Source: an optimization exercise on an open RTL-to-GDS flow (aim: small area, a short achievable clock period and few clock cycles). Production flows keep margins and buffers that such runs may drop.
No activity file was given, so power comes from the tool's default toggle rates.

==> flow/design.v <==
module pae_a_encoder (
    input  wire       clk,
    input  wire       rst,
    input  wire       start,
    input  wire [3:0] cfg_width,
    input  wire       cfg_swap,
    input  wire [1:0] cfg_mode,
    output wire       busy,
    output wire       done,
    input  wire       in_valid,
    input  wire [7:0] in_data,
    output wire       in_ready,
    output wire       out_valid,
    output wire [7:0] out_data,
    input  wire       out_ready
);
    reg        act;             
    reg        dn;              
    reg [3:0]  wm1;             
    reg [1:0]  md;
    reg        plane;
    reg        first;           
    reg        fin;             
    reg [2:0]  ca;              
    reg [3:0]  cb, cc;
    reg [7:0]  ib, ib2;
    reg        ibv, ib2v;
    reg        rle;             
    reg [12:0] m;               
    reg [1:0]  ph;              
    reg [7:0]  chk;
    reg [3:0]  cln;
    reg        cv;
    reg [14:0] acc;
    reg [3:0]  lvl;
    assign busy      = act;
    assign done      = dn;
    assign out_valid = lvl[3];
    assign out_data  = acc[14:7];
    assign in_ready  = act && !ib2v;
    wire [1:0] p0 = ib[7:6], p1 = ib[5:4], p2 = ib[3:2], p3 = ib[1:0];
    wire z0 = (p0 == 2'd0), z1 = (p1 == 2'd0), z2 = (p2 == 2'd0), z3 = (p3 == 2'd0);
    wire allz = z0 & z1 & z2 & z3;
    wire last = (ca == 3'd0) && (cb == 4'd0) && (cc == 4'd0);
    wire [2:0] lz = !z0 ? 3'd0 : !z1 ? 3'd1 : !z2 ? 3'd2 : !z3 ? 3'd3 : 3'd4;
    wire [10:0] mh = m[12:2];
    reg  [10:0] mhi;
    integer j;
    always @(*) begin
        mhi[0] = !mh[0];
        for (j = 1; j < 11; j = j + 1)
            mhi[j] = mh[j] ^ (&(mh | ~((11'd1 << j) - 11'd1)));
    end
    wire        c  = lz[2] || (lz[1:0] == 2'd3 && m[1:0] != 2'd0) ||
                     (lz[1:0] == 2'd2 && m[1]) || (lz[1:0] == 2'd1 && m[1:0] == 2'd3);
    wire [1:0]  lo = m[1:0] + lz[1:0];
    wire [12:0] mp = {c ? mhi : mh, lo};
    wire        xo = c && ((mh[10:1] & ~mh[9:0]) == 10'd0);
    reg  [12:0] mt;             
    reg         above;
    always @(*) begin
        above = 1'b0;
        mt = 13'd0;
        for (j = 12; j >= 2; j = j - 1) begin
            mt[j] = m[j] && !above;
            above = above || m[j];
        end
        mt[1] = !above;
    end
    wire [12:0] kt  = xo ? {mt[11:0], 1'b0} : mt;
    wire        big = |kt[12:7];                              
    reg  [6:0]  qa;
    reg  [3:0]  ql;
    always @(*) begin
        qa = 7'd0; ql = 4'd0;
        for (j = 1; j <= 6; j = j + 1)
            if (kt[j]) begin
                qa = qa | (mp[6:0] << (7 - j));
                ql = ql | (j + 1);
            end
        for (j = 7; j <= 12; j = j + 1)
            if (kt[j]) begin
                qa = qa | (mp[12:6] << (13 - j));
                ql = ql | (j - 5);
            end
    end
    wire [7:0] rc  = xo ? {2'b10, qa[6:1]} : {1'b0, qa};
    wire [3:0] rcl = xo ? ql + 4'd1 : ql;
    reg [7:0] h0; reg [3:0] l0;
    reg [7:0] h1; reg [3:0] l1;
    reg [7:0] t1; reg [3:0] tl;
    always @(*) begin
        h0 = 8'd0; l0 = 4'd0;
        if (z0) begin
            if (!rle) l0 = 4'd2;
        end else begin
            h0 = {p0, 6'd0}; l0 = 4'd2;
        end
        if (z1) begin
            if (!z0) l0 = l0 + 4'd2;
        end else if (z0 && !rle) begin
            h0 = {4'b0000, p1, 2'b00}; l0 = 4'd6;              
        end else begin
            h0 = h0 | ({p1, 6'd0} >> l0); l0 = l0 + 4'd2;
        end
    end
    always @(*) begin
        h1 = 8'd0; l1 = 4'd0;
        if (z2) begin
            if (!z1) l1 = 4'd2;
        end else if (z1 && !(rle && z0)) begin
            h1 = {1'b0, z0, p2, 4'd0}; l1 = 4'd4;             
        end else begin
            h1 = {p2, 6'd0}; l1 = 4'd2;
        end
        if (z3) begin
            if (!z2) l1 = l1 + 4'd2;
        end else if (z2 && !(rle && z0 && z1)) begin
            if (z1 && z0) begin                                
                h1 = {4'b1000, p3, 2'b00}; l1 = 4'd6;          
            end else begin
                h1 = h1 | ({1'b0, z1, p3, 4'd0} >> l1); l1 = l1 + 4'd4;
            end
        end else begin
            h1 = h1 | ({p3, 6'd0} >> l1); l1 = l1 + 4'd2;
        end
        t1 = 8'd0; tl = 4'd0;
        if (z3 && !(rle && allz)) begin
            if (!z2) begin                                     
                if (last) tl = 4'd2;
            end else if (!z1) begin                            
                if (last) begin t1 = 8'b01_000000; tl = 4'd2; end
            end else if (!z0) begin                            
                if (last) begin t1 = 8'b1000_0000; tl = 4'd4; end
                else      begin t1 = 8'b1_0000000; tl = 4'd1; end
            end else begin                                     
                if (last) begin t1 = 8'b1001_0000; tl = 4'd4; end
                else      begin t1 = 8'b1_0000000; tl = 4'd1; end
            end
        end
        h1 = h1 | (t1 >> l1);
        l1 = l1 + tl;
    end
    wire [7:0] hb = h0 | (h1 >> l0);
    wire [3:0] lb = l0 + l1;
    reg lng;
    always @(*) begin
        case ({rle, last, z0, z1, z2, z3})
        6'b00_0010, 6'b00_0100, 6'b00_0101, 6'b00_1000, 6'b00_1001, 6'b00_1010,
        6'b01_0001, 6'b01_0010, 6'b01_0100, 6'b01_0101, 6'b01_1000, 6'b01_1001,
        6'b01_1010, 6'b01_1011, 6'b01_1101,
        6'b10_0010, 6'b10_0100, 6'b10_0101,
        6'b11_0001, 6'b11_0010, 6'b11_0100, 6'b11_0101:
            lng = 1'b1;
        default:
            lng = 1'b0;
        endcase
    end
    wire tail_st  = !first && ph == 2'd0 && rle && (!allz || last);
    wire zero_st  = !first && ph == 2'd0 && rle && allz && !last;
    wire short_st = !first && (ph[1] || (ph == 2'd0 && !rle));
    wire consume  = zero_st || (short_st && (ph == 2'd3 || !lng));
    reg  [7:0] ch;
    reg  [3:0] cl;
    always @(*) begin
        ch = 8'd0; cl = 4'd0;
        if (first) begin
            if (!plane)          begin ch = {!z0, 7'd0};              cl = 4'd1; end
            else if (md == 2'd0) begin ch = {1'b0, !z0, 6'd0};        cl = 4'd2; end
            else                 begin ch = {1'b1, md[1], !z0, 5'd0}; cl = 4'd3; end
        end else if (ph == 2'd1) begin
            ch = {m[5:0], 2'b00}; cl = 4'd6;
        end else if (tail_st) begin
            ch = rc; cl = rcl;
        end else if (zero_st) begin
            ch = {xo, 7'd0}; cl = {3'd0, xo};
        end else if (ph == 2'd3) begin
            ch = h1; cl = l1;
        end else if (lng) begin
            ch = h0; cl = l0;
        end else begin
            ch = hb; cl = lb;
        end
    end
    wire        pop   = lvl[3] && out_ready;
    wire        ins   = cv && (!lvl[3] || out_ready);
    wire [14:0] acc_s = pop ? {acc[6:0], 8'd0} : acc;
    wire [3:0]  lvl_s = pop ? {1'b0, lvl[2:0]} : lvl;
    wire [14:0] acc_n = ins ? (acc_s | ({chk, 7'd0} >> lvl[2:0])) : acc_s;
    wire [3:0]  lvl_a = ins ? (lvl_s + cln) : lvl_s;
    wire        fl    = fin && (!cv || ins);                  
    wire [3:0]  lvl_n = (fl && lvl_a != 4'd0 && !lvl_a[3]) ? 4'd8 : lvl_a;
    wire go   = act && !fin && ibv && (!cv || ins);
    wire take = go && consume;
    always @(posedge clk) begin
        if (rst) begin
            act  <= 1'b0;
            dn   <= 1'b0;
            lvl  <= 4'd0;
            ibv  <= 1'b0;
            ib2v <= 1'b0;
            cv   <= 1'b0;
        end else if (start && !act) begin
            act   <= 1'b1;
            dn    <= 1'b0;
            wm1   <= cfg_width - 4'd1;
            md    <= cfg_mode;
            ca    <= 3'd7;
            cb    <= cfg_width - 4'd1;
            cc    <= cfg_width - 4'd1;
            plane <= 1'b0;
            first <= 1'b1;
            fin   <= 1'b0;
            ph    <= 2'd0;
            ibv   <= 1'b0;
            ib2v  <= 1'b0;
            cv    <= 1'b0;
            acc   <= {cfg_width, cfg_width, cfg_swap, 6'd0};
            lvl   <= 4'd9;
        end else begin
            dn <= 1'b0;
            if (act) begin
                if (take) begin
                    if (ib2v) begin
                        ib   <= ib2;
                        ib2v <= 1'b0;
                    end else if (in_valid && in_ready) begin
                        ib   <= in_data;
                    end else begin
                        ibv  <= 1'b0;
                    end
                end else if (in_valid && in_ready) begin
                    if (ibv) begin
                        ib2  <= in_data;
                        ib2v <= 1'b1;
                    end else begin
                        ib   <= in_data;
                        ibv  <= 1'b1;
                    end
                end
                acc <= acc_n;
                lvl <= lvl_n;
                if (go) begin
                    chk <= ch;
                    cln <= cl;
                    cv  <= 1'b1;
                end else if (ins) begin
                    cv  <= 1'b0;
                end
                if (go) begin
                    if (first) begin
                        first <= 1'b0;
                        rle   <= z0;
                        m     <= 13'd1;
                    end else if (take) begin
                        ph <= 2'd0;
                        if (zero_st) begin
                            m <= mp;
                        end else begin
                            rle <= z3;
                            m   <= (!z3) ? 13'd1 : (!z2) ? 13'd2 : (!z1) ? 13'd3 :
                                   (!z0) ? 13'd4 : 13'd5;
                        end
                        ca <= ca - 3'd1;
                        if (ca == 3'd0) begin
                            cb <= cb - 4'd1;
                            if (cb == 4'd0) begin
                                cb <= wm1;
                                cc <= cc - 4'd1;
                                if (cc == 4'd0) cc <= wm1;
                            end
                        end
                        if (last) begin
                            if (!plane) begin
                                plane <= 1'b1;
                                first <= 1'b1;
                            end else begin
                                fin <= 1'b1;
                            end
                        end
                    end else if (tail_st) begin
                        m  <= mp;
                        ph <= big ? 2'd1 : 2'd2;
                    end else if (ph == 2'd1) begin
                        ph <= 2'd2;
                    end else begin
                        ph <= 2'd3;
                    end
                end
                if (fl && lvl_n == 4'd0) begin
                    act <= 1'b0;
                    dn  <= 1'b1;
                end
            end
        end
    end
endmodule
make LEC_CHECK=0 CAP_MARGIN=20 CORE_MARGIN=2 CORE_UTILIZATION=40 PLACE_DENSITY=0.6 SETUP_SLACK_MARGIN=3.0 SLEW_MARGIN=20 finish   # period 7.0 ns
run.sh (not shown) runs the stock make flow with config.mk's settings and CLKGATE_MAP_FILE= SYNTH_SCRIPT=/design/flow/synth_recipe.tcl, a recipe that flattens the netlist after the stock synthesis.
Then changed:
--- a/flow/design.v
+++ b/flow/design.v
@@ -24,4 +24,5 @@
     reg [2:0]  ca;              
     reg [3:0]  cb, cc;
+    reg        last;            
     reg [7:0]  ib, ib2;
     reg        ibv, ib2v;
@@ -42,13 +43,15 @@
     wire z0 = (p0 == 2'd0), z1 = (p1 == 2'd0), z2 = (p2 == 2'd0), z3 = (p3 == 2'd0);
     wire allz = z0 & z1 & z2 & z3;
-    wire last = (ca == 3'd0) && (cb == 4'd0) && (cc == 4'd0);
     wire [2:0] lz = !z0 ? 3'd0 : !z1 ? 3'd1 : !z2 ? 3'd2 : !z3 ? 3'd3 : 3'd4;
     wire [10:0] mh = m[12:2];
     reg  [10:0] mhi;
+    reg         all1;
     integer j;
     always @(*) begin
-        mhi[0] = !mh[0];
-        for (j = 1; j < 11; j = j + 1)
-            mhi[j] = mh[j] ^ (&(mh | ~((11'd1 << j) - 11'd1)));
+        all1 = 1'b1;
+        for (j = 0; j < 11; j = j + 1) begin
+            mhi[j] = mh[j] ^ all1;
+            all1   = all1 & mh[j];
+        end
     end
     wire        c  = lz[2] || (lz[1:0] == 2'd3 && m[1:0] != 2'd0) ||
@@ -201,21 +204,4 @@
             ib2v <= 1'b0;
             cv   <= 1'b0;
-        end else if (start && !act) begin
-            act   <= 1'b1;
-            dn    <= 1'b0;
-            wm1   <= cfg_width - 4'd1;
-            md    <= cfg_mode;
-            ca    <= 3'd7;
-            cb    <= cfg_width - 4'd1;
-            cc    <= cfg_width - 4'd1;
-            plane <= 1'b0;
-            first <= 1'b1;
-            fin   <= 1'b0;
-            ph    <= 2'd0;
-            ibv   <= 1'b0;
-            ib2v  <= 1'b0;
-            cv    <= 1'b0;
-            acc   <= {cfg_width, cfg_width, cfg_swap, 6'd0};
-            lvl   <= 4'd9;
         end else begin
             dn <= 1'b0;
@@ -263,4 +249,5 @@
                         end
                         ca <= ca - 3'd1;
+                        last <= (ca == 3'd1) && (cb == 4'd0) && (cc == 4'd0);
                         if (ca == 3'd0) begin
                             cb <= cb - 4'd1;
@@ -293,4 +280,19 @@
                 end
             end
+            if (start && !act) begin
+                act   <= 1'b1;
+                wm1   <= cfg_width - 4'd1;
+                md    <= cfg_mode;
+                ca    <= 3'd7;
+                cb    <= cfg_width - 4'd1;
+                cc    <= cfg_width - 4'd1;
+                last  <= 1'b0;
+                plane <= 1'b0;
+                first <= 1'b1;
+                fin   <= 1'b0;
+                ph    <= 2'd0;
+                acc   <= {cfg_width, cfg_width, cfg_swap, 6'd0};
+                lvl   <= 4'd9;
+            end
         end
     end
The new run finished clean.
Global-route usage shrinks by 0.45 points.
Worst hold slack improved by 0.024 ns.
Sequential share of layout area went down by 0.40 points.
Non-clock buffer count increases by 4.
Total power fell by 1.6%.
Function was not checked in any run of this note: the RTL went through the layout flow alone.

## re-timing with driven ports
The results above use ideal ports. As a check the final layouts listed here were re-extracted and re-timed, cells and wires unchanged.
Step 1, drivers: a clkbuf_16 drives clk and a buf_2 each remaining input, both assumed.
Step 2 times the ports against the registers' clock, not the clock port: input delays grow and output delays shrink by t, the midpoint of the rising clock arrivals with the driver on.
Three values: ideal ports, drivers, drivers and shift; two values: the first two.
| run | t, ns | setup slack, ns | cell pins on the clock port's net |
|---|---|---|---|
| the first run | 0.401 | 3.133 / 3.133 / 2.851 | 1 |
| the second run | 0.391 | 3.073 / 3.073 / 2.925 | 1 |
After both steps setup and hold are still met in every run listed. For the first run, which loses most, drivers alone change the setup slack by 0.000 ns; drivers and shift together by -0.282 ns.
